This design comes from an exercise in tuning for small area, a short achievable clock period and few clock cycles per item on the open sky130 flow, not from production work. Where RTL was checked, it was by simulation tests only, not by an equivalence proof against the original. The RTL of run 6 was laid out without a check of its function.

[flow/design.v]
module olivia_fec_decoder (
    input  wire        clk,
    input  wire        rst,
    input  wire        in_valid,
    output wire        in_ready,
    input  wire [3:0]  in_bps,
    input  wire [47:0] in_soft,
    output wire        out_valid,
    input  wire        out_ready,
    output wire [6:0]  out_char,
    output wire [2:0]  out_index,
    output wire [11:0] out_peak,
    output wire        out_last
);
    localparam [63:0] SCRAMBLING_CODE = 64'hE257E6D0291574EC;
    localparam integer NCRED = 4;    
    function [63:0] scr_tab;
        input integer s;
        integer i, m;
        begin
            for (i = 0; i < 8; i = i + 1)
                for (m = 0; m < 8; m = m + 1)
                    scr_tab[8*i + m] = SCRAMBLING_CODE[(8*s + m + 13*i) % 64];
        end
    endfunction
    genvar s, p, q, x, j;
    reg        rdy;           
    reg [5:0]  ld_t;          
    reg [7:0]  ld_s;          
    reg [7:0]  ld_pm;         
    reg [7:0]  ld_pg;         
    reg [7:0]  ld_mh;         
    reg [2:0]  ld_bm1;        
    reg [7:0]  we;            
    reg [23:0] xsel;          
    reg        dc_busy;       
    reg [2:0]  dc_bm1;        
    reg [7:0]  dc_bh;         
    reg [7:0]  dc_ih;         
    reg [7:0]  dc_mh;         
    reg [7:0]  dc_gh;         
    reg        win;           
    reg        dc_last;       
    reg [NCRED-1:0] cred;     
    reg [7:0]  neg;           
    wire fire = in_valid & rdy;
    reg  [2:0] in_bm1;
    always @(*) begin
        case (in_bps)
            4'd0, 4'd1: in_bm1 = 3'd0;
            4'd2:       in_bm1 = 3'd1;
            4'd3:       in_bm1 = 3'd2;
            4'd4:       in_bm1 = 3'd3;
            4'd5:       in_bm1 = 3'd4;
            4'd6:       in_bm1 = 3'd5;
            4'd7:       in_bm1 = 3'd6;
            default:    in_bm1 = 3'd7;
        endcase
    end
    wire [2:0] dc_m = {dc_mh[4] | dc_mh[5] | dc_mh[6] | dc_mh[7],
                       dc_mh[2] | dc_mh[3] | dc_mh[6] | dc_mh[7],
                       dc_mh[1] | dc_mh[3] | dc_mh[5] | dc_mh[7]};
    wire [7:0] phi  = {dc_mh[1:0], dc_mh[7:2]};
    wire       win_end = win & dc_mh[7];
    wire       out_fire;
    wire       cred_ok = cred[0];
    wire       t0      = (ld_t == 6'd0);
    wire       t63     = (ld_t == 6'd63);
    wire       done    = fire & t63;     
    wire       at_last = |(dc_ih & dc_bh);
    wire       busy_0  = dc_busy & ~(win_end & at_last);
    wire [7:0] ih_0    = win_end ? {dc_ih[6:0], dc_ih[7]} : dc_ih;
    wire [7:0] mh_0    = {dc_mh[6:0], dc_mh[7]};
    wire [7:0] gh_0    = dc_mh[7] ? {dc_gh[6:0], dc_gh[7]} : dc_gh;
    wire       al      = |({dc_gh[6:0], dc_gh[7]} & dc_ih);
    wire       go_0    = busy_0 & dc_mh[7] & cred_ok & (win | al);
    wire       last_0  = (go_0 & |(ih_0 & dc_bh)) | (dc_last & busy_0);
    wire       free_0  = ~busy_0 | last_0;
    wire       go_1    = cred_ok & ld_pg[7];
    wire       last_1  = go_1 & (ld_bm1 == 3'd0);
    wire       go_nx   = done ? go_1 : go_0;
    wire [7:0] neg_0;
    wire [7:0] neg_1;
    generate
        for (s = 0; s < 8; s = s + 1) begin : g_neg
            localparam [63:0] TAB = scr_tab(s);
            wire [63:0] hit;
            for (q = 0; q < 64; q = q + 1) begin : g_h
                assign hit[q] = TAB[q] & ih_0[q / 8] & mh_0[q % 8];
            end
            assign neg_0[s] = |hit;
            assign neg_1[s] = TAB[0];
        end
    endgenerate
    wire [23:0] xs_init;      
    wire [23:0] xs_one;       
    wire [23:0] xs_step;      
    generate
        for (p = 0; p < 8; p = p + 1) begin : g_xs
            localparam [2:0] CW = 3'd0 - p[2:0];
            wire [2:0] src = (ld_t[2:0] == 3'd7) ? xsel[3*((p + 7) % 8) +: 3] : xsel[3*p +: 3];
            assign xs_init[3*p +: 3] = CW;
            assign xs_one[3*p +: 3]  = (in_bm1 == CW) ? 3'd0 : CW + 3'd1;
            assign xs_step[3*p +: 3] = (src == ld_bm1) ? 3'd0 : src + 3'd1;
        end
    endgenerate
    wire [7:0] pm_n   = {ld_pm[6:0], ld_pm[7]};
    wire       rdy_0  = t0 ? free_0 : |(pm_n & ld_mh);
    wire       miss   = rdy & ~in_valid & ~t0;
    wire       rdy_1  = t63 ? last_1 : 1'b1;
    wire [7:0] s_1    = (ld_t[2:0] == 3'd7) ? {ld_s[6:0], ld_s[7]} : ld_s;
    wire [7:0] we_0   = rdy_0 ? ld_s : 8'd0;
    wire [7:0] we_1   = t63 ? (last_1 ? 8'd1 : 8'd0) : s_1;
    always @(posedge clk) begin
        if (rst) begin
            rdy     <= 1'b0;
            ld_t    <= 6'd0;
            ld_s    <= 8'd1;
            ld_pm   <= 8'd1;
            ld_pg   <= 8'd1;
            ld_mh   <= 8'd1;
            ld_bm1  <= 3'd0;
            we      <= 8'd0;
            xsel    <= xs_init;
            dc_busy <= 1'b0;
            dc_bm1  <= 3'd0;
            dc_bh   <= 8'd1;
            dc_ih   <= 8'd1;
            dc_mh   <= 8'd1;
            dc_gh   <= 8'd1;
            win     <= 1'b0;
            dc_last <= 1'b0;
            cred    <= {NCRED{1'b1}};
        end else begin
            rdy     <= fire ? rdy_1 : rdy_0;
            ld_t    <= fire ? ld_t + 6'd1 : ld_t;
            ld_s    <= fire ? s_1 : ld_s;
            ld_pm   <= (fire & t0) ? 8'd2 : pm_n;
            ld_pg   <= (fire & t0) ? 8'd1 : (ld_pm[7] ? {ld_pg[6:0], ld_pg[7]} : ld_pg);
            ld_mh   <= fire ? {ld_mh[6:0], ld_mh[7]} : ld_mh;
            ld_bm1  <= (fire & t0) ? in_bm1 : ld_bm1;
            we      <= fire ? we_1 : we_0;
            xsel    <= fire ? (t63 ? xs_init : t0 ? xs_one : xs_step) :
                       miss ? {xsel[20:0], xsel[23:21]} : xsel;
            dc_busy <= done | busy_0;
            dc_bm1  <= done ? ld_bm1 : dc_bm1;
            dc_bh   <= done ? (8'd1 << ld_bm1) : dc_bh;
            dc_ih   <= done ? 8'd1 : ih_0;
            dc_mh   <= done ? 8'd1 : mh_0;
            dc_gh   <= done ? {ld_pg[6:0], ld_pg[7]} : gh_0;
            win     <= go_nx | (win & ~win_end);
            dc_last <= done ? last_1 : last_0;
            if (go_nx & ~out_fire)
                cred <= {1'b0, cred[NCRED-1:1]};
            else if (out_fire & ~go_nx)
                cred <= {cred[NCRED-2:0], 1'b1};
        end
        neg <= done ? neg_1 : neg_0;
    end
    assign in_ready = rdy;
    wire [47:0] xb;           
    generate
        for (p = 0; p < 8; p = p + 1) begin : g_xb
            assign xb[6*p +: 6] = in_soft[6*xsel[3*p +: 3] +: 6];
        end
    endgenerate
    wire [47:0] taps;
    generate
        for (s = 0; s < 8; s = s + 1) begin : g_ring
            reg  [383:0] r;
            wire [383:0] sh = {r[377:0], r[383:378]};
            wire [383:0] nx;
            for (p = 0; p < 8; p = p + 1) begin : g_port
                assign nx[48*p +: 6]      = we[s] ? xb[6*p +: 6] : sh[48*p +: 6];
                assign nx[48*p + 6 +: 42] = sh[48*p + 6 +: 42];
            end
            always @(posedge clk) r <= nx;
            assign taps[6*s +: 6] = r[383:378];
        end
    endgenerate
    reg [7:0] A [0:7];
    generate
        for (q = 0; q < 8; q = q + 2) begin : g_a
            wire [7:0] ua = {{2{taps[6*q + 5]}}, taps[6*q +: 6]};
            wire [7:0] ub = {{2{taps[6*q + 11]}}, taps[6*q + 6 +: 6]};
            wire [7:0] xa = ua ^ {8{neg[q]}};
            wire [7:0] vb = (ub ^ {8{neg[q + 1]}}) + {7'd0, neg[q + 1]};
            wire [7:0] sm, df;
            ks_add #(.W(8)) u_s (.a(vb), .b(xa),  .cin(neg[q]),  .s(sm));
            ks_add #(.W(8)) u_d (.a(vb), .b(~xa), .cin(~neg[q]), .s(df));
            always @(posedge clk) begin
                A[q]     <= sm;
                A[q + 1] <= df;
            end
        end
    endgenerate
    wire [8:0] w2 [0:7];
    wire [9:0] w3 [0:7];
    generate
        for (q = 0; q < 8; q = q + 1) begin : g_b
            if ((q & 2) == 0) begin : g_lo2
                ks_add #(.W(9)) u (.a({A[q + 2][7], A[q + 2]}), .b({A[q][7], A[q]}),
                                   .cin(1'b0), .s(w2[q]));
            end else begin : g_hi2
                ks_add #(.W(9)) u (.a({A[q][7], A[q]}), .b(~{A[q - 2][7], A[q - 2]}),
                                   .cin(1'b1), .s(w2[q]));
            end
            if ((q & 4) == 0) begin : g_lo4
                ks_add #(.W(10)) u (.a({w2[q + 4][8], w2[q + 4]}), .b({w2[q][8], w2[q]}),
                                    .cin(1'b0), .s(w3[q]));
            end else begin : g_hi4
                ks_add #(.W(10)) u (.a({w2[q][8], w2[q]}), .b(~{w2[q - 4][8], w2[q - 4]}),
                                    .cin(1'b1), .s(w3[q]));
            end
        end
    endgenerate
    reg [9:0] B [0:7];
    generate
        for (q = 0; q < 8; q = q + 1) begin : g_breg
            always @(posedge clk) B[q] <= w3[q];
        end
    endgenerate
    wire [9:0] sk [0:7];
    generate
        for (j = 0; j < 8; j = j + 1) begin : g_skew
            if (j == 0) begin : g_z
                assign sk[j] = B[j];
            end else begin : g_d
                reg [10*j-1:0] d;
                if (j == 1) begin : g_1
                    always @(posedge clk) d <= B[j];
                end else begin : g_n
                    always @(posedge clk) d <= {d[10*j-11:0], B[j]};
                end
                assign sk[j] = d[10*j-1 -: 10];
            end
        end
    endgenerate
    wire [9:0] dk [0:7];
    generate
        for (x = 0; x < 8; x = x + 1) begin : g_rot
            wire [79:0] terms;
            for (j = 0; j < 8; j = j + 1) begin : g_t
                assign terms[10*j +: 10] = sk[j] & {10{phi[(j + x) % 8]}};
            end
            wire [9:0] sel = terms[9:0]   | terms[19:10] | terms[29:20] | terms[39:30] |
                             terms[49:40] | terms[59:50] | terms[69:60] | terms[79:70];
            wire [9:0] rv = sel;
            if (x == 7) begin : g_z
                assign dk[x] = rv;
            end else begin : g_d
                localparam integer N = 7 - x;
                reg [10*N-1:0] d;
                if (N == 1) begin : g_1
                    always @(posedge clk) d <= rv;
                end else begin : g_n
                    always @(posedge clk) d <= {d[10*N-11:0], rv};
                end
                assign dk[x] = d[10*N-1 -: 10];
            end
        end
    endgenerate
    reg [10:0] C1 [0:7];
    generate
        for (q = 0; q < 8; q = q + 1) begin : g_c1
            wire [10:0] u1;
            if ((q & 1) == 0) begin : g_lo
                ks_add #(.W(11)) u (.a({dk[q + 1][9], dk[q + 1]}), .b({dk[q][9], dk[q]}),
                                    .cin(1'b0), .s(u1));
            end else begin : g_hi
                ks_add #(.W(11)) u (.a({dk[q][9], dk[q]}), .b(~{dk[q - 1][9], dk[q - 1]}),
                                    .cin(1'b1), .s(u1));
            end
            always @(posedge clk) C1[q] <= u1;
        end
    endgenerate
    reg [11:0] C [0:7];
    generate
        for (q = 0; q < 8; q = q + 1) begin : g_c2
            wire [11:0] u2;
            if ((q & 2) == 0) begin : g_lo2
                ks_add #(.W(12)) u (.a({C1[q + 2][10], C1[q + 2]}), .b({C1[q][10], C1[q]}),
                                    .cin(1'b0), .s(u2));
            end else begin : g_hi2
                ks_add #(.W(12)) u (.a({C1[q][10], C1[q]}), .b(~{C1[q - 2][10], C1[q - 2]}),
                                    .cin(1'b1), .s(u2));
            end
            always @(posedge clk) C[q] <= u2;
        end
    endgenerate
    reg [11:0] mg [0:7];
    reg        sg [0:7];
    generate
        for (q = 0; q < 8; q = q + 1) begin : g_m
            wire [12:0] f3;
            if ((q & 4) == 0) begin : g_lo4
                ks_add #(.W(13)) u (.a({C[q + 4][11], C[q + 4]}), .b({C[q][11], C[q]}),
                                    .cin(1'b0), .s(f3));
            end else begin : g_hi4
                ks_add #(.W(13)) u (.a({C[q][11], C[q]}), .b(~{C[q - 4][11], C[q - 4]}),
                                    .cin(1'b1), .s(f3));
            end
            always @(posedge clk) begin
                mg[q] <= f3[11:0] ^ {12{f3[12]}};
                sg[q] <= f3[12];
            end
        end
    endgenerate
    wire [11:0] mag [0:7];
    generate
        for (q = 0; q < 8; q = q + 1) begin : g_mag
            assign mag[q] = mg[q] + {11'd0, sg[q]};
        end
    endgenerate
    reg [11:0] l1m [0:3];
    reg [1:0]  l1i [0:3];     
    generate
        for (q = 0; q < 4; q = q + 1) begin : g_l1
            wire r = mag[2*q + 1] > mag[2*q];
            always @(posedge clk) begin
                l1m[q] <= r ? mag[2*q + 1] : mag[2*q];
                l1i[q] <= r ? {1'b1, sg[2*q + 1]} : {1'b0, sg[2*q]};
            end
        end
    endgenerate
    reg [11:0] l2m [0:1];
    reg [2:0]  l2i [0:1];
    generate
        for (q = 0; q < 2; q = q + 1) begin : g_l2
            wire r = l1m[2*q + 1] > l1m[2*q];
            always @(posedge clk) begin
                l2m[q] <= r ? l1m[2*q + 1] : l1m[2*q];
                l2i[q] <= r ? {1'b1, l1i[2*q + 1]} : {1'b0, l1i[2*q]};
            end
        end
    endgenerate
    wire        l3r = l2m[1] > l2m[0];
    wire [11:0] l3m = l3r ? l2m[1] : l2m[0];
    wire [3:0]  l3i = l3r ? {1'b1, l2i[1]} : {1'b0, l2i[0]};
    reg [11:0] pk_m;
    reg [3:0]  pk_i;          
    always @(posedge clk) begin
        pk_m <= l3m;
        pk_i <= l3i;
    end
    wire [2:0] ypk = dc_m + 3'd1;
    reg [11:0] rm_m;
    reg [6:0]  rm_i;          
    wire take = dc_mh[7] | (pk_m > rm_m);       
    always @(posedge clk) begin
        if (take) begin
            rm_m <= pk_m;
            rm_i <= {ypk, pk_i};
        end
    end
    reg [1:0] wq;
    always @(posedge clk) begin
        if (rst)
            wq <= 2'd0;
        else if (dc_mh[7])
            wq <= {wq[0], win_end};
    end
    wire res_v = dc_mh[7] & wq[1];
    reg  [2:0]  rc_i;
    wire        rc_last = (rc_i == dc_bm1);
    wire [22:0] res = {rc_last, rc_i, rm_i[0], rm_i[6:1], rm_m};    
    always @(posedge clk) begin
        if (rst)
            rc_i <= 3'd0;
        else if (res_v)
            rc_i <= rc_last ? 3'd0 : rc_i + 3'd1;
    end
    reg [22:0] qd [0:NCRED-1];
    reg [2:0]  qn;            
    reg        ov;
    reg [22:0] od;
    assign out_fire = ov & out_ready;
    wire [2:0]  qn_n = qn - {2'd0, out_fire} + {2'd0, res_v};
    wire [22:0] hd_n = out_fire ? ((qn >= 3'd2) ? qd[1] : res) :
                                  ((qn != 3'd0) ? qd[0] : res);
    integer k;
    always @(posedge clk) begin
        if (rst) begin
            qn <= 3'd0;
            ov <= 1'b0;
        end else begin
            qn <= qn_n;
            ov <= (qn_n != 3'd0);
        end
        od <= hd_n;
        if (out_fire) begin
            for (k = 0; k < NCRED - 1; k = k + 1)
                qd[k] <= qd[k + 1];
            if (res_v)
                qd[qn - 3'd1] <= res;
        end else if (res_v) begin
            qd[qn[1:0]] <= res;
        end
    end
    assign out_valid = ov;
    assign out_peak  = od[11:0];
    assign out_char  = od[18:12];
    assign out_index = od[21:19];
    assign out_last  = od[22];
endmodule
module ks_add #(
    parameter integer W = 8
) (
    input  wire [W-1:0] a,
    input  wire [W-1:0] b,
    input  wire         cin,
    output wire [W-1:0] s
);
    function integer levels;
        input integer n;
        integer v;
        begin
            levels = 0;
            for (v = 1; v < n; v = v * 2)
                levels = levels + 1;
        end
    endfunction
    localparam integer L = levels(W);
    wire [W-1:0] p0 = a ^ b;
    wire [W-1:0] g  [0:L];
    wire [W-1:0] pp [0:L];
    assign g[0]  = (a & b) | {{(W-1){1'b0}}, p0[0] & cin};
    assign pp[0] = p0;
    genvar k, i;
    generate
        for (k = 0; k < L; k = k + 1) begin : g_lvl
            for (i = 0; i < W; i = i + 1) begin : g_bit
                if (i >= (1 << k)) begin : g_op
                    assign g[k + 1][i]  = g[k][i] | (pp[k][i] & g[k][i - (1 << k)]);
                    assign pp[k + 1][i] = pp[k][i] & pp[k][i - (1 << k)];
                end else begin : g_pass
                    assign g[k + 1][i]  = g[k][i];
                    assign pp[k + 1][i] = pp[k][i];
                end
            end
        end
    endgenerate
    wire [W-1:0] c = {g[L][W-2:0], cin};
    assign s = p0 ^ c;
endmodule
[flow/flow/run.sh]
#!/bin/bash
# Standard layout with: buf_4 port buffers, no dummy clock loads, clock sink clusters of up to 28 sinks within 60 um,
# and timing repair aiming for 6.9 ns of setup slack.
set -euo pipefail
export BUFFER_PORTS_ARGS="-buffer_cell sky130_fd_sc_hd__buf_4"
export CTS_ARGS="-sink_clustering_enable -repair_clock_nets -dont_use_dummy_load -sink_clustering_size 28 -sink_clustering_max_diameter 60"
export SETUP_SLACK_MARGIN=6.9
bash standard.sh > standard.log 2>&1
[flow/standard.sh]
#!/bin/bash
# synth_recipe.tcl (not shown) runs the flow's synth.tcl, then flattens the netlist and writes it again
# the make line also repeats each setting of config.mk as NAME=value (left out here)
make -C /OpenROAD-flow-scripts/flow DESIGN_CONFIG=/design/flow/config.mk WORK_HOME=/design/flow/orfs CLKGATE_MAP_FILE= SYNTH_SCRIPT=/design/flow/synth_recipe.tcl "${@:-finish}"
[flow/config.mk]
export PLATFORM = sky130hd
export DESIGN_NAME = olivia_fec_decoder
export DESIGN_NICKNAME = olivia_fec_decoder
export VERILOG_FILES = /design/flow/design.v
export SDC_FILE = /design/flow/constraint.sdc
export NUM_CORES = 8
export LEC_CHECK = 0
export CAP_MARGIN = 40
export CORE_MARGIN = 2
export CORE_UTILIZATION = 35
export PLACE_DENSITY = 0.55
export SLEW_MARGIN = 20
[flow/constraint.sdc]
create_clock -name core_clock -period 10.0 [get_ports {clk}]
set_input_delay 2.0000 -clock core_clock [delete_from_list [all_inputs] [get_ports {clk}]]
set_output_delay 2.0000 -clock core_clock [all_outputs]
set_load 0.01 [all_outputs]
==> results.cfg, run 1 <==
[hold_path]
hold_class = flip-flop to flip-flop

[placement]
routabilityCongestion = 0.847
io_buffer_count = 80
dpl_cell_area_um2 = 138000
dp_hpwl_mm = 191

[synth]
yosysTopAreaCellShare_pct = 65.7
synth-simple-area-share_pct = 5.76
synth_compound_area_share_pct = 8.61
synth_top_family_by_area = compound AO/OA/AOI/OAI gates
synth_area_leaders = dfxtp_1 66%, ha_1 5.5%, a21oi_1 2.8%, xnor2_1 2.6%, edfxtp_1 2.5%
syn_nets = 11143
synth-seq-cells = 4413
async_reset_ff_share_pct = 0
syn-instance-count = 10458
synth_warnings = 27
synth_top_cell_by_area = dfxtp_1
muxShareOfSynthArea_pct = 3.94
yosysUniqueCellTypes = 91
synth_xor_area_share_pct = 4.00
synth_fa_ha_area_share_pct = 6.29
netlist_area_um2 = 131000
ys.flop_type = dfxtp_1
syn_area_per_cell_um2 = 12.5
synth-edff-count = 111
synth_seq_area_share_pct = 68.3

[finish]
area_growth_pct = 11.2
nNetsFinal = 11224
fillerInstances = 34703
utilization_pct = 39.1
mostFrequentLayoutCell = dfxtp_1
layout-drive-gt1-share_pct = 9.42
fin_area_um2 = 146000
final_cell_mix = 4242 x dfxtp_1, 719 x a21oi_1, 705 x nor2_1

[setup_path]
slowest_stage = dfxtp_4
critPathArrivalTime_ns = 1.37
crit_cells = 1
timing.rr.start = win
crit_end = in_ready
crit_chain = buf_6
cpLargestDelayFamily = flip-flops
critical_path_class = flip-flop to primary output
start_kind = flip-flop
cp.required_ns = 8.00
end_kind = primary output
reg2reg_setup_slack_ns = 6.92
critPathLaunch = rdy
r2r-end = neg[1]
slowest_delay_ns = 0.38
critPathBufInv = 1
critPathMaxFanout = 2
reg2reg_depth = 6

[sta]
period_needed_ns = 3.37
relSlewSlack_pct = 34.8
rsz0062_at_grt = true
fin_crit_sh_pct = 33.7
drv_slew = 0
hold_ws_ns = 0.240
tightest_slew_ns = 0.973
max_freq_mhz = 297
fin_skew_ns = 0.148
setup_violations = 0
fin_setup_tns_ns = 0
hold_viol = 0

[drt]
via_per_inst = 4.63
wl_per_cell_um = 17.8
vias = 71815
drt_iter0_markers = 5293
drtAntennaViolNets = 0
firstDrtPassIters = 9
wl_mm = 276
drcViolationCount = 0

[cts]
insertion_delay_ns = 0.90
cts.path.max_buffers = 4
holdBufCountCts = 0
numCtsBuffers = 268
cts_tree = done
clkTransAtPathRegs_ns = 0.10
h-tree-depth = 5
cts_sinks = 4413
cts_root_buffer = clkbuf_16

[floorplanning]
std_cell_rows = 224
ioPinCount = 81
start_util_pct = 35.2
die_x_um = 616
die_h_um = 616
dieArea_um2 = 379000
core_um2 = 372000

[global_route]
grt_overflow_total = 0
grtUsageTotal_pct = 14.0
grt_pass1_vias = 70950
grt_pass1_wl_mm = 417
antenna_found_initial = 9
grt_max_degree = 56

[outcome]
status = no timing/DRC/antenna violations

[flow_run]
maxCapViolations = 0
final cells by class:
| type | count | area (um^2) | share of cell area, % |
|---|---|---|---|
| diodes | 7 | 17.5 | 0.0120 |
| clock buffers | 268 | 6710 | 4.60 |
| inverters | 601 | 2280 | 1.56 |
| multi-input cells | 4990 | 38300 | 26.3 |
| flip-flops and latches | 4413 | 89600 | 61.5 |
| well taps | 4972 | 6220 | 4.27 |
| repair buffers | 265 | 2570 | 1.76 |
worst min path at each step:
stage,depth (start not counted),start,end
3_3_place_gp,0,g_ring[1].r[258],g_ring[1].r[264]
2_1_floorplan,0,g_ring[0].r[96],g_ring[0].r[102]
4_1_cts,0,g_ring[5].r[75],g_ring[5].r[81]
3_5_place_dp,0,g_ring[0].r[58],g_ring[0].r[64]
6_report,0,g_ring[2].r[81],g_ring[2].r[87]
5_1_grt,0,g_skew[6].g_d.d[16],g_skew[6].g_d.d[26]
sequential cells by signal (all words and copies together) (netlist names), 48 cells and up:
| signal | flops |
|---|---|
| B | 76 |
| g_skew.g_d.d | 274 |
| C1 | 84 |
| mg | 96 |
| qd | 92 |
| C | 90 |
| g_ring.r | 3072 |
| l1m | 48 |
| g_rot.g_d.d | 280 |
| A | 64 |
per-stage QoR:
step,setup slack (ns),std cells
CTS,6.52,15463
floorplan,6.55,10458
global route,6.59,15510
global placement,5.64,15132
detailed placement,5.89,15177
finish,6.63,15516
synthesized netlist by cell type (116+ instances only):
library cell,count
a21oi_1,732
a22oi_1,329
clkbuf_1,337
dfxtp_1,4302
ha_1,580
inv_1,596
mux2_2,143
mux2i_1,135
nand2_1,226
nand4_1,116
nor2_1,710
o21ai_0,197
xnor2_1,386
xor2_1,210
timing repair:
item | in CTS | in global routing
gates resized for setup | 101 | 116
buffers inserted | 15 | 34
cloned | 3 | 6
pin swaps | 9 | 34
setup endpoints to repair | 123 | 212
kinds of logic (layout without fill, tap and decap cells):
group | after synthesis | in the layout
flops | 4413 | 4413
mux | 377 | 377
fa+ha+maj | 629 | 629
buf+inv | 1058 | 1134
compound gates | 1784 | 1785
simple gates | 1600 | 1602
other cells | 0 | 7
xor+xnor | 597 | 597
per-layer routing:
layer | track usage, % | wire, um | vias to the layer above
met2 | 23.3 | 128000 | 1695
met4 | 4.70 | 9340 | 0
li1 | - | - | 35057
met5 | 0 | 0 | -
met3 | 1.63 | 10800 | 525
met1 | 18.7 | 128000 | 34538
Testbench counts, summed over its fixed seeds: cycles 35,472, chars 1,720.
==> inputs of run 2 (changes only) <==
==> flow/flow/run.sh (replaced) <==
#!/bin/bash
# Standard layout with: buf_4 port buffers, no dummy clock loads, clock sink clusters of up to 32 sinks within 64 um,
# and timing repair aiming for 6.9 ns of setup slack.
set -euo pipefail
export BUFFER_PORTS_ARGS="-buffer_cell sky130_fd_sc_hd__buf_4"
export CTS_ARGS="-sink_clustering_enable -repair_clock_nets -dont_use_dummy_load -sink_clustering_size 32 -sink_clustering_max_diameter 64"
export SETUP_SLACK_MARGIN=6.9
bash standard.sh > standard.log 2>&1
==> run 2 against run 1 <==
  * Still clean
  * Flip-flop and latch count stayed put
  * Cell count shrank 0.30%
  * Routed wire length is 0.55% lower
  * Design area shrank 0.85%
  * Clock-buffer cell count down 50
  * Utilization shrank 0.33 points
  * Area after synthesis stayed put
  * Global-route usage fell by 0.11 points
  * First-iteration DRC count increased by 8.5%
==> results.cfg, run 2 <==
[outcome]
status = no timing/DRC/antenna violations

[cts]
cts_tree = done
cts_root_buffer = clkbuf_16
insertion_delay_ns = 0.91
cts_sinks = 4413
cts.path.max_buffers = 4
clkTransAtPathRegs_ns = 0.10
h-tree-depth = 4
holdBufCountCts = 0
numCtsBuffers = 218

[global_route]
grt_overflow_total = 0
grtUsageTotal_pct = 13.9
grt_pass1_wl_mm = 414
antenna_found_initial = 13
grt_max_degree = 56
grt_pass1_vias = 70529

[drt]
vias = 71385
wl_mm = 274
firstDrtPassIters = 10
via_per_inst = 4.61
drt_iter0_markers = 5743
wl_per_cell_um = 17.7
drtAntennaViolNets = 0
drcViolationCount = 0

[hold_path]
hp-start = g_ring[6].r[70]
hold_class = flip-flop to flip-flop
min_to = g_ring[6].r[76]
whs_path_depth = 0

[placement]
routabilityCongestion = 0.847
dp_hpwl_mm = 191
dpl_worst_slack_ns = 5.89
io_buffer_count = 80

[sta]
drv_slew = 0
relSlewSlack_pct = 37.1
setup_violations = 0
rsz0062_at_grt = true
period_needed_ns = 3.42
max_freq_mhz = 293
tightest_slew_ns = 0.942
setup_slack_ns = 6.58
fin_crit_sh_pct = 34.2
fin_setup_tns_ns = 0
hold_viol = 0
fin_skew_ns = 0.167

[floorplanning]
core_um2 = 372000
die_x_um = 616
die_h_um = 616
ioPinCount = 81
std_cell_rows = 224
start_util_pct = 35.2
dieArea_um2 = 379000

[setup_path]
reg2reg_setup_slack_ns = 6.99
critPathMaxFanout = 2
end_kind = primary output
critPathBufInv = 1
cp.required_ns = 8.00
slowest_delay_ns = 0.38
r2r-end = neg[1]
reg2reg_depth = 6
crit_chain = buf_6
cpLargestDelayFamily = flip-flops
critical_path_class = flip-flop to primary output
slowest_stage = dfxtp_4
timing.rr.start = win
critPathArrivalTime_ns = 1.42
start_kind = flip-flop

[synth]
synth_seq_area_share_pct = 68.3
synth-edff-count = 111
synth_common_cells = 4302 x dfxtp_1, 732 x a21oi_1, 710 x nor2_1
synth-seq-cells = 4413
syn_area_per_cell_um2 = 12.5
syn-instance-count = 10458
synth_most_common_cell = dfxtp_1
yosysUniqueCellTypes = 91
synth_top_cell_by_area = dfxtp_1
async_reset_ff_share_pct = 0
netlist_area_um2 = 131000
yosysTopAreaCellShare_pct = 65.7
synth_warnings = 27
ys.flop_type = dfxtp_1
syn_nets = 11143
synth_area_leaders = dfxtp_1 66%, ha_1 5.5%, a21oi_1 2.8%, xnor2_1 2.6%, edfxtp_1 2.5%

[finish]
mostFrequentLayoutCell = dfxtp_1
layout-drive-gt1-share_pct = 9.02
fillerInstances = 34843
reg_top3 = g_ring.r: 3072 flops, g_rot.g_d.d: 280 flops, g_skew.g_d.d: 274 flops
final_cell_mix = 4242 x dfxtp_1, 717 x a21oi_1, 705 x nor2_1
area_growth_pct = 10.3
largest_reg_flops = 3072
nNetsFinal = 11176
regMostFlops = g_ring.r

[flow_run]
maxCapViolations = 0
==> run 2: how the worst max path moves through the flow <==
stage | startpoint | endpoint | cells past startpoint
final | rdy | in_ready | 1
after global routing | rdy | in_ready | 1
after CTS | rdy | in_ready | 1
after detailed placement | in_valid | cred[0] | 9
after global placement | in_valid | xsel[14] | 7
after floorplan | in_valid | cred[1] | 10
==> run 2: layer usage <==
metal | vias up | wire [um] | GRT usage (%)
met5 | - | 0 | 0
met3 | 481 | 11100 | 1.66
li1 | 34953 | - | -
met4 | 0 | 8960 | 4.32
met1 | 34324 | 127000 | 18.6
met2 | 1627 | 127000 | 23.2
==> run 2: kinds of logic after synthesis <==
group	count (synthesis)	synth area share, %
compound gates	1784	8.61
xor+xnor	597	4.00
fa+ha+maj	629	6.29
buf+inv	1058	3.12
flops	4413	68.3
mux	377	3.94
simple gates	1600	5.76
==> run 2: layout make-up <==
class,instances,area [um^2],share of cell area (%)
clock buffer,218,5460,3.78
sequential,4413,89600,62.0
timing repair buffer,267,2580,1.79
tap,4972,6220,4.31
antenna,8,20.0,0.0139
inverter,601,2280,1.58
multi-input combinational,4990,38300,26.5
==> run 2: stage by stage <==
step	util, %	hold WS [ns]	area, um^2	cells
after floorplan	-	0.310	131000	10458
after global placement	36.8	0.310	137000	15132
after detailed placement	36.9	0.312	138000	15177
after CTS	38.5	0.232	144000	15412
after global routing	38.8	0.231	144000	15462
final	38.8	0.244	144000	15469
==> run 2: repair_timing <==
action	CTS	global route
gates resized for setup	102	115
pin swaps	7	28
endpoints found under the setup margin	122	218
setup buffers	14	37
cloned	3	6
==> inputs of run 3 (changes only) <==
==> flow/flow/run.sh (replaced) <==
#!/bin/bash
# Standard layout with: buf_4 port buffers, no dummy clock loads, clock sink clusters of up to 32 sinks within 64 um,
# and timing repair aiming for 6.8 ns of setup slack.
set -euo pipefail
export BUFFER_PORTS_ARGS="-buffer_cell sky130_fd_sc_hd__buf_4"
export CTS_ARGS="-sink_clustering_enable -repair_clock_nets -dont_use_dummy_load -sink_clustering_size 32 -sink_clustering_max_diameter 64"
export SETUP_SLACK_MARGIN=6.8
bash standard.sh > standard.log 2>&1
==> run 3 against run 2 <==
  * Critical path depth unchanged
  * Cell count decreased by 0.26%
  * Worst setup slack worse by 0.022 ns
  * Design area fell by 0.58%
  * Critical path type unchanged
  * Utilization down 0.23 points
  * Still clean on timing, DRC and antenna
  * Largest cell class unchanged
  * Flip-flop and latch count did not move
  * Non-clock buffer count down 32
  * Clock-buffer cell count shrank 7
==> results.cfg, run 3 <==
[hold_path]
whs_path_depth = 0
min_to = g_ring[2].r[138]
hold_class = flip-flop to flip-flop
hp-start = g_ring[2].r[132]

[placement]
dp_hpwl_mm = 192
io_buffer_count = 80
routabilityCongestion = 0.862
dpl_cell_area_um2 = 137000

[drt]
via_per_inst = 4.61
drtAntennaViolNets = 0
wl_per_cell_um = 17.8
drt_iter0_markers = 4980
vias = 71180
drcViolationCount = 0
wl_mm = 275
firstDrtPassIters = 10

[global_route]
grtUsageTotal_pct = 14.1
grt_pass1_vias = 70778
antenna_found_initial = 10
grt_overflow_total = 0
grt_max_degree = 94
grt_pass1_wl_mm = 419

[sta]
rsz0062_at_grt = true
fin_skew_ns = 0.124
drv_slew = 0
tightest_slew_ns = 0.810
relSlewSlack_pct = 44.4
fin_crit_sh_pct = 34.4
period_needed_ns = 3.44
fin_setup_tns_ns = 0
hold_viol = 0
setup_violations = 0
max_freq_mhz = 291

[finish]
area_growth_pct = 9.65
regMostFlops = g_ring.r
utilization_pct = 38.6
fin_area_um2 = 144000
fillerInstances = 34930
final_cell_mix = 4254 x dfxtp_1, 728 x a21oi_1, 706 x nor2_1
nNetsFinal = 11135
reg_top3 = g_ring.r: 3072 flops, g_rot.g_d.d: 280 flops, g_skew.g_d.d: 274 flops
largest_reg_flops = 3072
layout-drive-gt1-share_pct = 7.99
mostFrequentLayoutCell = dfxtp_1

[floorplanning]
core_um2 = 372000
die_x_um = 616
die_h_um = 616
dieArea_um2 = 379000
start_util_pct = 35.2
ioPinCount = 81
std_cell_rows = 224

[synth]
synth_xor_area_share_pct = 4.00
synth_top_family_by_area = compound AO/OA/AOI/OAI gates
synth-edff-count = 111
synth_seq_area_share_pct = 68.3
netlist_area_um2 = 131000
yosysTopAreaCellShare_pct = 65.7
synth-simple-area-share_pct = 5.76
yosysUniqueCellTypes = 91
syn_area_per_cell_um2 = 12.5
synth_fa_ha_area_share_pct = 6.29
synth-seq-cells = 4413
synth_top_cell_by_area = dfxtp_1
muxShareOfSynthArea_pct = 3.94
synth_compound_area_share_pct = 8.61
synth_warnings = 27
ys.flop_type = dfxtp_1
async_reset_ff_share_pct = 0
syn_nets = 11143
synth_most_common_cell = dfxtp_1
synth_common_cells = 4302 x dfxtp_1, 732 x a21oi_1, 710 x nor2_1
synth_area_leaders = dfxtp_1 66%, ha_1 5.5%, a21oi_1 2.8%, xnor2_1 2.6%, edfxtp_1 2.5%
syn-instance-count = 10458

[cts]
cts_root_buffer = clkbuf_16
cts_sinks = 4413
cts_tree = done
h-tree-depth = 4
numCtsBuffers = 211
clkTransAtPathRegs_ns = 0.11
insertion_delay_ns = 0.93
cts.path.max_buffers = 4

[outcome]
status = no timing/DRC/antenna violations

[setup_path]
crit_chain = buf_6
slowest_stage = dfxtp_4
reg2reg_setup_slack_ns = 6.88
critPathBufInv = 1
end_kind = primary output
crit_cells = 1
critPathArrivalTime_ns = 1.44
r2r-end = C1[6][9]
start_kind = flip-flop
cp.required_ns = 8.00
critPathLaunch = rdy
critical_path_class = flip-flop to primary output
cpLargestDelayFamily = flip-flops
reg2reg_depth = 10
critPathMaxFanout = 2
slowest_delay_ns = 0.42
timing.rr.start = dc_mh[4]

[flow_run]
maxCapViolations = 0
==> run 3: cell counts after synthesis <==
No cell type changed its count.
==> run 3: logic make-up (layout without fill, tap and decap cells) <==
family | after synthesis | after routing
and+or+nand+nor | 1600 | 1600
AOI/OAI and AO/OA | 1784 | 1785
DFF | 4413 | 4413
buffers and inverters | 1058 | 1047
xor gates and xnor gates | 597 | 597
adders and majority gates | 629 | 629
muxes | 377 | 377
other | 0 | 9
==> run 3: layout make-up <==
type,count,area (um^2),area share [%]
flip-flops and latches,4413,89600,62.3
multi-input cells,4988,38000,26.4
well taps,4972,6220,4.33
clock buffers,211,5280,3.68
repair buffers,235,2340,1.63
inverters,601,2260,1.58
diodes,9,22.5,0.0157
==> run 3: worst max-delay path by stage <==
stage,endpoint,slack (ns)
2_1_floorplan,cred[1],6.55
3_3_place_gp,qd[2][6],5.70
3_5_place_dp,cred[0],5.97
4_1_cts,in_ready,6.46
5_1_grt,in_ready,6.49
6_report,in_ready,6.56
==> run 3: repair_timing <==
item	CTS	global route
gates resized for setup	78	61
setup endpoints to repair	122	157
gates cloned	1	2
setup buffers	5	13
pin swaps	2	10
hold buffers	0	0
==> run 3: worst reg2reg max path: cells and delay by family (launching register included) <==
family | cells | cell delay [ns]
adder cells (fa/ha/maj) | 1 | 0.42
buffers and inverters | 1 | 0.22
AO/OA/AOI/OAI | 6 | 1.64
flip-flops | 1 | 0.43
AND/OR/NAND/NOR | 2 | 0.29
==> run 3: per-layer routing <==
metal,wire [um],vias up,GRT usage (%)
met2,128000,1596,23.6
li1,-,34867,-
met3,10300,430,1.60
met4,8030,2,4.03
met1,129000,34285,19.0
met5,13,-,0
==> run 3: stage by stage <==
stage | setup WS [ns] | cells | hold slack, ns
final | 6.56 | 15429 | 0.224
after global routing | 6.49 | 15424 | 0.206
after CTS | 6.46 | 15397 | 0.215
after detailed placement | 5.97 | 15180 | 0.312
after global placement | 5.70 | 15131 | 0.310
after floorplan | 6.55 | 10458 | 0.310
==> inputs of run 4 (changes only) <==
==> flow/flow/run.sh (replaced) <==
#!/bin/bash
# Standard layout with: buf_4 port buffers, no dummy clock loads, clock sink clusters of up to 24 sinks within 60 um,
# and timing repair aiming for 6.8 ns of setup slack.
set -euo pipefail
export BUFFER_PORTS_ARGS="-buffer_cell sky130_fd_sc_hd__buf_4"
export CTS_ARGS="-sink_clustering_enable -repair_clock_nets -dont_use_dummy_load -sink_clustering_size 24 -sink_clustering_max_diameter 60"
export SETUP_SLACK_MARGIN=6.8
bash standard.sh > standard.log 2>&1
==> run 4 against run 3 <==
  * Highest routed layer is now met4
  * Flip-flop and latch count unchanged
  * Clock skew decreased by 0.0092 ns
  * Utilization increased by 0.45 points
  * Largest cell class unchanged
  * Synthesized cell count unchanged
  * Area after synthesis unchanged
  * Still clean
  * Worst hold slack improved by 0.0017 ns
  * Sequential share of layout area decreased by 0.72 points
  * Design area increased by 1.2%
  * Routed wire length increased by 0.34%
  * Via count increased by 0.78%
==> results.cfg, run 4 <==
[global_route]
grt_pass1_vias = 71493
grtUsageTotal_pct = 14.2
grt_overflow_total = 0
antenna_found_initial = 10
grt_max_degree = 94
grt_pass1_wl_mm = 423

[finish]
stdcell_count = 15497
reg_top3 = g_ring.r: 3072 flops, g_rot.g_d.d: 280 flops, g_skew.g_d.d: 274 flops
layout-drive-gt1-share_pct = 8.64
regMostFlops = g_ring.r
mostFrequentLayoutCell = dfxtp_1
fillerInstances = 34840
largest_reg_flops = 3072
final_cell_mix = 4254 x dfxtp_1, 728 x a21oi_1, 706 x nor2_1
multi_input_area_um2 = 38000
nNetsFinal = 11202
ff_latch_area_um2 = 89600
area_growth_pct = 10.9

[setup_path]
cp.required_ns = 8.00
reg2reg_setup_slack_ns = 6.82
crit_chain = buf_6
start_kind = flip-flop
slowest_delay_ns = 0.40
critPathBufInv = 1
slowest_stage = dfxtp_4
cpLargestDelayFamily = flip-flops
critPathMaxFanout = 2
critPathArrivalTime_ns = 1.39
end_kind = primary output
critical_path_class = flip-flop to primary output

[sta]
rsz0062_at_grt = true
drv_slew = 0
max_freq_mhz = 295
fin_setup_tns_ns = 0
hold_viol = 0
tightest_slew_ns = 0.811
relSlewSlack_pct = 44.4
period_needed_ns = 3.39
setup_violations = 0
fin_crit_sh_pct = 33.9
fin_skew_ns = 0.115
setup_slack_ns = 6.61

[placement]
io_buffer_count = 80
placedCellCount = 15180
dpl_worst_slack_ns = 5.97
dp_hpwl_mm = 192
routabilityCongestion = 0.862

[synth]
synth_seq_area_share_pct = 68.3
synth-simple-area-share_pct = 5.76
synth_warnings = 27
synth_area_leaders = dfxtp_1 66%, ha_1 5.5%, a21oi_1 2.8%, xnor2_1 2.6%, edfxtp_1 2.5%
muxShareOfSynthArea_pct = 3.94
synth_top_cell_by_area = dfxtp_1
syn_nets = 11143
synth_most_common_cell = dfxtp_1
synth_common_cells = 4302 x dfxtp_1, 732 x a21oi_1, 710 x nor2_1
yosysUniqueCellTypes = 91
synth_xor_area_share_pct = 4.00
synth_top_family_by_area = compound AO/OA/AOI/OAI gates
synth_compound_area_share_pct = 8.61
synth_fa_ha_area_share_pct = 6.29
synth-edff-count = 111
yosysTopAreaCellShare_pct = 65.7
netlist_area_um2 = 131000
ys.flop_type = dfxtp_1
synth-seq-cells = 4413
syn-instance-count = 10458
async_reset_ff_share_pct = 0
syn_area_per_cell_um2 = 12.5

[floorplanning]
dieArea_um2 = 379000
std_cell_rows = 224
die_h_um = 616
ioPinCount = 81
core_um2 = 372000
start_util_pct = 35.2
die_x_um = 616

[drt]
firstDrtPassIters = 10
drt_iter0_markers = 4792
drtAntennaViolNets = 0
vias = 71735
via_per_inst = 4.63
wl_per_cell_um = 17.8
wl_mm = 276
drcViolationCount = 0

[cts]
cts_root_buffer = clkbuf_16
numCtsBuffers = 278
cts_tree = done
insertion_delay_ns = 0.89
clkTransAtPathRegs_ns = 0.08
cts.path.max_buffers = 4
h-tree-depth = 5
cts_sinks = 4413

[flow_run]
maxCapViolations = 0

[outcome]
status = no timing/DRC/antenna violations

[hold_path]
hold_class = flip-flop to flip-flop
## run 4: stage by stage
stage                     hold slack (ns)  area, um^2  utilization [%]
after floorplan                     0.310      131000                -
after detailed placement            0.312      137000             36.9
after global routing                0.203      145000             39.0
after CTS                           0.212      145000             38.9
final                               0.226      145000             39.0
after global placement              0.310      137000             36.7
## run 4: cells by family after synthesis
family | Yosys count
and+or+nand+nor | 1600
muxes | 377
AOI/OAI and AO/OA | 1784
buffers and inverters | 1058
xor gates and xnor gates | 597
DFF | 4413
adders and majority gates | 629
## run 4: timing repair
action | 4_1_cts | 5_1_grt
pin swaps | 2 | 14
gates cloned | 1 | 1
setup endpoints to repair | 134 | 162
gates resized for setup | 76 | 64
hold buffers | 0 | 0
buffers inserted | 6 | 12
## run 4: routing by layer
metal / routed length, um / global-route usage (%) / up-vias
met4: 8250 / 4.40 / 0
met3: 11100 / 1.71 / 476
li1: - / - / 35029
met5: 0 / 0 / -
met2: 129000 / 23.7 / 1692
met1: 128000 / 19.1 / 34538
## run 4: cell type report
| cell class | count | area share, % |
|---|---|---|
| Multi-Input combinational cell | 4988 | 26.1 |
| Tap cell | 4972 | 4.28 |
| Inverter | 601 | 1.56 |
| Sequential cell | 4413 | 61.6 |
| Timing Repair Buffer | 235 | 1.59 |
| Antenna cell | 10 | 0.0172 |
| Clock buffer | 278 | 4.79 |
## run 4: path summary, 6_finish.rpt
check | startpoint | end | depth (start not counted)
min | B[2][6] | g_skew[2].g_d.d[6] | 0
max | rdy | in_ready | 1
min reg2reg | B[2][6] | g_skew[2].g_d.d[6] | 0
max reg2reg | dc_mh[0] | C1[6][9] | 11
==> inputs of run 5 (changes only) <==
--- a/flow/design.v
+++ b/flow/design.v
@@ -247,3 +247,4 @@
                              terms[49:40] | terms[59:50] | terms[69:60] | terms[79:70];
-            wire [9:0] rv = sel;
+            reg  [9:0] rv;
+            always @(posedge clk) rv <= sel;
             if (x == 7) begin : g_z
@@ -345,6 +346,6 @@
     end
-    wire [2:0] ypk = dc_m + 3'd1;
+    wire [2:0] ypk = dc_m;
     reg [11:0] rm_m;
     reg [6:0]  rm_i;          
-    wire take = dc_mh[7] | (pk_m > rm_m);       
+    wire take = dc_mh[0] | (pk_m > rm_m);
     always @(posedge clk) begin
@@ -355,10 +356,8 @@
     end
-    reg [1:0] wq;
+    reg [16:0] tok;
     always @(posedge clk) begin
-        if (rst)
-            wq <= 2'd0;
-        else if (dc_mh[7])
-            wq <= {wq[0], win_end};
+        if (rst) tok <= 17'd0;
+        else     tok <= {tok[15:0], win_end};
     end
-    wire res_v = dc_mh[7] & wq[1];
+    wire res_v = tok[16];
     reg  [2:0]  rc_i;
==> flow/flow/run.sh (replaced) <==
#!/bin/bash
# Standard layout with: buf_4 port buffers, clkbuf_8 clock buffers, no dummy
# clock loads, clock sink clusters of up to 20 sinks within 50 um, and timing
# repair aiming for 6.8 ns of setup slack.
set -euo pipefail
export BUFFER_PORTS_ARGS="-buffer_cell sky130_fd_sc_hd__buf_4"
export CTS_ARGS="-sink_clustering_enable -repair_clock_nets -dont_use_dummy_load -buf_list sky130_fd_sc_hd__clkbuf_8 -sink_clustering_size 20 -sink_clustering_max_diameter 50"
export SETUP_SLACK_MARGIN=6.8
bash standard.sh > standard.log 2>&1
==> run 5 against run 4 <==
  * Clock-buffer cell count increased by 71
  * Sequential share of layout area increased by 1.0 points
  * Utilization decreased by 0.53 points
  * Via count increased by 1.8%
  * Synthesized cell count increased by 1.4%
  * Design area increased by 0.42%
  * Flip-flop and latch count increased by 95
  * Fmax decreased by 4.6%
  * Worst hold slack got worse by 0.033 ns
  * Highest routed layer is now met5
==> results.cfg, run 5 <==
[drt]
wl_per_cell_um = 17.8
drcViolationCount = 0
vias = 73018
drt_iter0_markers = 5162
drtAntennaViolNets = 0
via_per_inst = 4.63
wl_mm = 281
firstDrtPassIters = 12

[setup_path]
crit_cells = 1
cp.required_ns = 8.00
critPathArrivalTime_ns = 1.56
cpLargestDelayFamily = flip-flops
end_kind = primary output
start_kind = flip-flop
critical_path_class = flip-flop to primary output
reg2reg_setup_slack_ns = 6.89
reg2reg_depth = 12
crit_chain = buf_6
slowest_delay_ns = 0.37
timing.rr.start = mg[1][2]
critPathMaxFanout = 1
r2r-end = l1m[0][1]
critPathLaunch = od[2]
slowest_stage = dfxtp_4
critPathBufInv = 1

[finish]
utilization_pct = 38.5
regMostFlops = g_ring.r
nNetsFinal = 11437
largest_reg_flops = 3072
stdcell_count = 15778
multi_input_area_um2 = 38700
final_cell_mix = 4345 x dfxtp_1, 688 x a21oi_1, 681 x nor2_1
ff_latch_area_um2 = 91500
fillerInstances = 35608
area_growth_pct = 9.32
mostFrequentLayoutCell = dfxtp_1
reg_top3 = g_ring.r: 3072 flops, g_rot.g_d.d: 280 flops, g_skew.g_d.d: 274 flops
layout-drive-gt1-share_pct = 9.68

[cts]
numCtsBuffers = 349
cts.path.max_buffers = 4
holdBufCountCts = 0
cts_sinks = 4508
clkTransAtPathRegs_ns = 0.10
insertion_delay_ns = 1.08
cts_tree = done
cts_root_buffer = clkbuf_8
h-tree-depth = 5

[synth]
synth_warnings = 27
synth_seq_area_share_pct = 68.4
synth_most_common_cell = dfxtp_1
syn_area_per_cell_um2 = 12.6
synth_area_leaders = dfxtp_1 66%, ha_1 5.4%, a21oi_1 2.6%, xnor2_1 2.6%, edfxtp_1 2.5%
netlist_area_um2 = 133000
synth-edff-count = 111
ys.flop_type = dfxtp_1
yosysUniqueCellTypes = 99
synth_common_cells = 4397 x dfxtp_1, 696 x a21oi_1, 688 x nor2_1
syn_nets = 11291
async_reset_ff_share_pct = 0
synth-seq-cells = 4508
yosysTopAreaCellShare_pct = 65.9
synth_top_cell_by_area = dfxtp_1
syn-instance-count = 10607

[floorplanning]
dieArea_um2 = 386000
ioPinCount = 81
die_h_um = 622
die_x_um = 622
core_um2 = 379000
std_cell_rows = 226
start_util_pct = 35.2

[outcome]
status = no timing/DRC/antenna violations

[global_route]
met3_usage_pct = 1.91
grt_max_degree = 86
grt_pass1_vias = 72827
grt_use_met1_pct = 19.2
antenna_found_initial = 8
grt_overflow_total = 0
grt_use_met2_pct = 23.2
grt_pass1_wl_mm = 431
busiest_layer = met2
grtUsageTotal_pct = 14.1

[flow_run]
maxCapViolations = 0

[sta]
period_needed_ns = 3.56
setup_violations = 0
max_freq_mhz = 281
fin_skew_ns = 0.152
fin_setup_tns_ns = 0
fin_crit_sh_pct = 35.6
hold_viol = 0
tightest_slew_ns = 0.948
rsz0062_at_grt = true
relSlewSlack_pct = 36.0
hold_ws_ns = 0.193
drv_slew = 0

[placement]
placedCellCount = 15369
dp_hpwl_mm = 196
io_buffer_count = 80
routabilityCongestion = 0.838

[hold_path]
whs_path_depth = 0
hp-start = g_rot[6].rv[1]
hold_class = flip-flop to flip-flop
min_to = g_rot[6].g_d.d[1]
## run 5: changes by cell type after synthesis, moves of 22 or more
cell      before   now
dfxtp_1     4302  4397
nor3_1       104   145
inv_1        596   635
nor2_1       710   688
a21oi_1      732   696
mux2_2       143   106
o21bai_1     100    67
clkbuf_1     337   288
o21ai_0      197   221
a31oi_1       53    29
## run 5: cell families (layout without fill, tap and decap cells)
kind of cell,Yosys count,in the layout,share of synthesized area [%]
muxes,341,341,3.59
DFF,4508,4508,68.4
buffers and inverters,1084,1225,3.21
other,0,11,0
and+or+nand+nor,1618,1618,5.71
AOI/OAI and AO/OA,1826,1829,8.91
xor gates and xnor gates,602,602,3.98
adders and majority gates,628,628,6.16
## run 5: worst max-delay path by stage
| stage | endpoint | slack, ns |
|---|---|---|
| after floorplan | xsel[12] | 6.65 |
| after global placement | xsel[19] | 5.51 |
| after detailed placement | xsel[19] | 5.51 |
| after CTS | out_peak[3] | 6.30 |
| after global routing | out_peak[2] | 6.32 |
| final | out_peak[2] | 6.44 |
## run 5: layout make-up
cell class	count	area share (%)
Sequential cell	4508	62.7
Multi-Input combinational cell	5018	26.5
Tap cell	5016	4.30
Clock buffer	349	3.29
Inverter	643	1.68
Timing Repair Buffer	233	1.50
Antenna cell	11	0.0189
## run 5: through the flow
step / instance area (um^2) / worst slack (ns)
final: 146000 / 6.44
after global routing: 146000 / 6.32
after global placement: 139000 / 5.51
after floorplan: 134000 / 6.65
after CTS: 145000 / 6.30
after detailed placement: 140000 / 5.51
## run 5: timing repair
| item | 4_1_cts | 5_1_grt |
|---|---|---|
| gates cloned | 0 | 3 |
| resized for setup | 80 | 88 |
| endpoints found under the setup margin | 132 | 131 |
| pin swaps | 7 | 11 |
| setup buffers | 11 | 23 |
## run 5: layer usage
metal / up-vias / part of all wire (%)
li1: 35641 / -
met1: 35127 / 47
met2: 1675 / 46
met3: 573 / 3.9
met4: 2 / 3.4
met5: - / 0.0046
Testbench counts of run 5, summed over its fixed seeds: cycles 35,480, chars 1,720.
==> inputs of run 6 (changes only) <==
--- a/flow/design.v
+++ b/flow/design.v
@@ -263,3 +263,3 @@
     endgenerate
-    reg [10:0] C1 [0:7];
+    wire [10:0] C1 [0:7];
     generate
@@ -274,3 +274,3 @@
             end
-            always @(posedge clk) C1[q] <= u1;
+            assign C1[q] = u1;
         end
@@ -326,4 +326,4 @@
     endgenerate
-    reg [11:0] l2m [0:1];
-    reg [2:0]  l2i [0:1];
+    wire [11:0] l2m [0:1];
+    wire [2:0]  l2i [0:1];
     generate
@@ -331,6 +331,4 @@
             wire r = l1m[2*q + 1] > l1m[2*q];
-            always @(posedge clk) begin
-                l2m[q] <= r ? l1m[2*q + 1] : l1m[2*q];
-                l2i[q] <= r ? {1'b1, l1i[2*q + 1]} : {1'b0, l1i[2*q]};
-            end
+            assign l2m[q] = r ? l1m[2*q + 1] : l1m[2*q];
+            assign l2i[q] = r ? {1'b1, l1i[2*q + 1]} : {1'b0, l1i[2*q]};
         end
@@ -346,6 +344,6 @@
     end
-    wire [2:0] ypk = dc_m;
+    wire [2:0] ypk = dc_m + 3'd2;
     reg [11:0] rm_m;
     reg [6:0]  rm_i;          
-    wire take = dc_mh[0] | (pk_m > rm_m);
+    wire take = dc_mh[6] | (pk_m > rm_m);       
     always @(posedge clk) begin
@@ -356,8 +354,8 @@
     end
-    reg [16:0] tok;
+    reg [14:0] tok;
     always @(posedge clk) begin
-        if (rst) tok <= 17'd0;
-        else     tok <= {tok[15:0], win_end};
+        if (rst) tok <= 15'd0;
+        else     tok <= {tok[13:0], win_end};
     end
-    wire res_v = tok[16];
+    wire res_v = tok[14];
     reg  [2:0]  rc_i;
==> flow/flow/run.sh (replaced) <==
#!/bin/bash
# Standard layout with: buf_4 port buffers, no dummy clock loads, clock sink clusters of up to 28 sinks within 60 um,
# and timing repair aiming for 6.8 ns of setup slack.
set -euo pipefail
export BUFFER_PORTS_ARGS="-buffer_cell sky130_fd_sc_hd__buf_4"
export CTS_ARGS="-sink_clustering_enable -repair_clock_nets -dont_use_dummy_load -sink_clustering_size 28 -sink_clustering_max_diameter 60"
export SETUP_SLACK_MARGIN=6.8
bash standard.sh > standard.log 2>&1
==> run 6 against run 5 <==
  * Flip-flop and latch count decreased by 114
==> results.cfg, run 6 <==
[synth]
yosysUniqueCellTypes = 100
ys.flop_type = dfxtp_1
synth-seq-cells = 4394
syn_nets = 11177
yosysTopAreaCellShare_pct = 65.4
synth_area_leaders = dfxtp_1 65%, ha_1 5.6%, xnor2_1 2.7%, a21oi_1 2.6%, edfxtp_1 2.5%
syn_area_per_cell_um2 = 12.5
synth_warnings = 21
netlist_area_um2 = 131000
synth_seq_area_share_pct = 67.9
synth_most_common_cell = dfxtp_1
async_reset_ff_share_pct = 0
synth-edff-count = 111
synth_top_cell_by_area = dfxtp_1
synth_common_cells = 4283 x dfxtp_1, 713 x nor2_1, 686 x a21oi_1
syn-instance-count = 10487

[drt]
wl_mm = 291
drtAntennaViolNets = 0
drcViolationCount = 0
wl_per_cell_um = 18.6
firstDrtPassIters = 9
drt_iter0_markers = 5146
via_per_inst = 4.69
vias = 73246

[cts]
numCtsBuffers = 286
h-tree-depth = 5
insertion_delay_ns = 0.91
cts_tree = done
cts_sinks = 4394
cts.path.max_buffers = 4
holdBufCountCts = 0
clkTransAtPathRegs_ns = 0.09
cts_root_buffer = clkbuf_16

[setup_path]
reg2reg_depth = 15
critPathBufInv = 3
r2r-end = pk_i[2]
crit_chain = ha_4, and2_4, a221o_1, a221o_1, o22a_4, buf_12, mux2i_4, inv_2, ha_4, a211oi_4, o221ai_4, a221oi_4, a21oi_4, buf_6, mux2_4
reg2reg_setup_slack_ns = 6.35
critPathMaxFanout = 7
cpLargestDelayFamily = compound AO/OA/AOI/OAI gates
timing.rr.start = l1m[3][7]
slowest_stage = a221o_1
critPathArrivalTime_ns = 4.44
critical_path_class = flip-flop to flip-flop
start_kind = flip-flop
slowest_delay_ns = 0.35
end_kind = flip-flop
cp.required_ns = 10.79

[finish]
nNetsFinal = 11339
multi_input_area_um2 = 41500
reg_top3 = g_ring.r: 3072 flops, g_rot.g_d.d: 280 flops, g_skew.g_d.d: 274 flops
largest_reg_flops = 3072
mostFrequentLayoutCell = dfxtp_1
fillerInstances = 34762
layout-drive-gt1-share_pct = 13.1
fin_area_um2 = 149000
ff_latch_area_um2 = 89200
regMostFlops = g_ring.r
area_growth_pct = 13.9
final_cell_mix = 4195 x dfxtp_1, 700 x nor2_1, 644 x a21oi_1

[sta]
max_freq_mhz = 274
fin_skew_ns = 0.135
drv_slew = 0
period_needed_ns = 3.65
tightest_slew_ns = 0.923
setup_violations = 0
fin_setup_tns_ns = 0
hold_viol = 0
rsz0062_at_grt = true
hold_ws_ns = 0.231
fin_crit_sh_pct = 36.5
relSlewSlack_pct = 38.5

[global_route]
grt_pass1_wl_mm = 441
antenna_found_initial = 15
grt_pass1_vias = 73469
grtUsageTotal_pct = 14.8
grt_max_degree = 85
grt_overflow_total = 0

[placement]
io_buffer_count = 80
dpl_cell_area_um2 = 138000
dp_hpwl_mm = 201
routabilityCongestion = 0.840

[floorplanning]
die_x_um = 616
start_util_pct = 35.2
dieArea_um2 = 380000
die_h_um = 616
core_um2 = 373000
std_cell_rows = 224
ioPinCount = 81

[hold_path]
hold_class = flip-flop to flip-flop
min_to = g_ring[6].r[28]
whs_path_depth = 0
hp-start = g_ring[6].r[22]

[outcome]
status = no timing/DRC/antenna violations

[flow_run]
maxCapViolations = 0
==> run 6: cell count changes after synthesis, sizes merged, moves of 25 or more <==
cell / change
clkbuf: +41
dfxtp: -114
inv: -78
mux2: -44
mux2i: +34
nand2b: +28
nor2: +25
nor3: -38
o21ai: -25
==> run 6: what timing repair did <==
action	CTS	global route
endpoints found under the setup margin	166	176
buffers inserted	77	61
pin swaps	96	153
gates resized for setup	359	352
cloned	1	1
==> run 6: worst max path at each step <==
stage / from / to / slack [ns] / depth (start not counted)
after global placement: l1m[2][7] / pk_i[2] / 5.45 / 14
final: l1m[3][7] / pk_i[2] / 6.35 / 15
after global routing: l1m[2][8] / pk_i[2] / 6.24 / 16
after floorplan: l1m[2][5] / pk_i[2] / 6.56 / 16
after CTS: l1m[2][5] / pk_i[2] / 6.32 / 16
after detailed placement: l1m[2][6] / pk_i[2] / 5.61 / 15
==> run 6: per-stage QoR <==
step	worst slack [ns]	utilization, %	instances
global route	6.24	40.1	15620
floorplan	6.56	-	10487
finish	6.35	40.1	15626
global placement	5.45	36.8	15142
CTS	6.32	39.5	15550
detailed placement	5.61	36.9	15186
==> run 6: area by class of cell <==
class | count | area share, %
Sequential cell | 4394 | 59.7
Multi-Input combinational cell | 5057 | 27.8
Clock buffer | 286 | 4.79
Tap cell | 4972 | 4.16
Timing Repair Buffer | 347 | 2.10
Inverter | 563 | 1.45
Antenna cell | 7 | 0.0117
==> run 6: cell families (layout without fill, tap and decap cells) <==
family | Yosys count | after routing | synth area share, %
compound gates | 1810 | 1811 | 9.06
xor+xnor | 622 | 622 | 4.19
mux | 331 | 331 | 3.51
simple gates | 1659 | 1659 | 5.94
other cells | 0 | 7 | 0
fa+ha+maj | 634 | 634 | 6.33
flops | 4394 | 4394 | 67.9
buf+inv | 1037 | 1196 | 3.07
==> run 6: routing by layer <==
layer | up-vias | GRT usage (%) | wire length (um)
met1 | 35520 | 19.5 | 131000
met5 | - | 0 | 11
li1 | 35396 | - | -
met4 | 2 | 5.16 | 10800
met2 | 1761 | 25.1 | 137000
met3 | 567 | 1.82 | 11800

==> what the ideal ports hide <==
The results above use ideal ports. As a check the final layouts listed here were re-extracted and re-timed, cells and wires unchanged. Step 1 sets driving cells, clkbuf_16 on the clock port and buf_2 on the other inputs (assumed; they add their load-dependent delay and slew). Step 2 moves the port delays by t, midway between the first and last clock arrival at a register: inputs arrive t later, outputs are due t later. That takes back most of the time a late clock gives input paths. Slacks: ideal ports / drivers / drivers and shift; pairs: ideal ports / drivers.
run | t, ns | setup WS [ns] | worst setup path at the end | latest minus earliest clock arrival (ns) | worst slew at a driven data input, ns
run 1 | 0.933 | 6.635 / 6.540 / 5.937 | input to register | 0.178 / 0.177 | 0.18
run 2 | 0.944 | 6.584 / 6.489 / 5.960 | input to register | 0.220 / 0.220 | 0.16
run 3 | 0.975 | 6.562 / 6.460 / 5.879 | input to register | 0.170 / 0.170 | 0.16
run 4 | 0.946 | 6.607 / 6.509 / 5.845 | input to register | 0.151 / 0.150 | 0.16
run 5 | 1.103 | 6.445 / 6.356 / 5.932 | input to register | 0.179 / 0.179 | 0.11
run 6 | 0.965 | 6.353 / 6.353 / 5.965 | input to register | 0.179 / 0.179 | 0.14
After both steps every run listed still meets setup and hold. For run 4, which loses most, drivers alone change the setup slack by -0.098 ns; drivers and shift together by -0.762 ns.
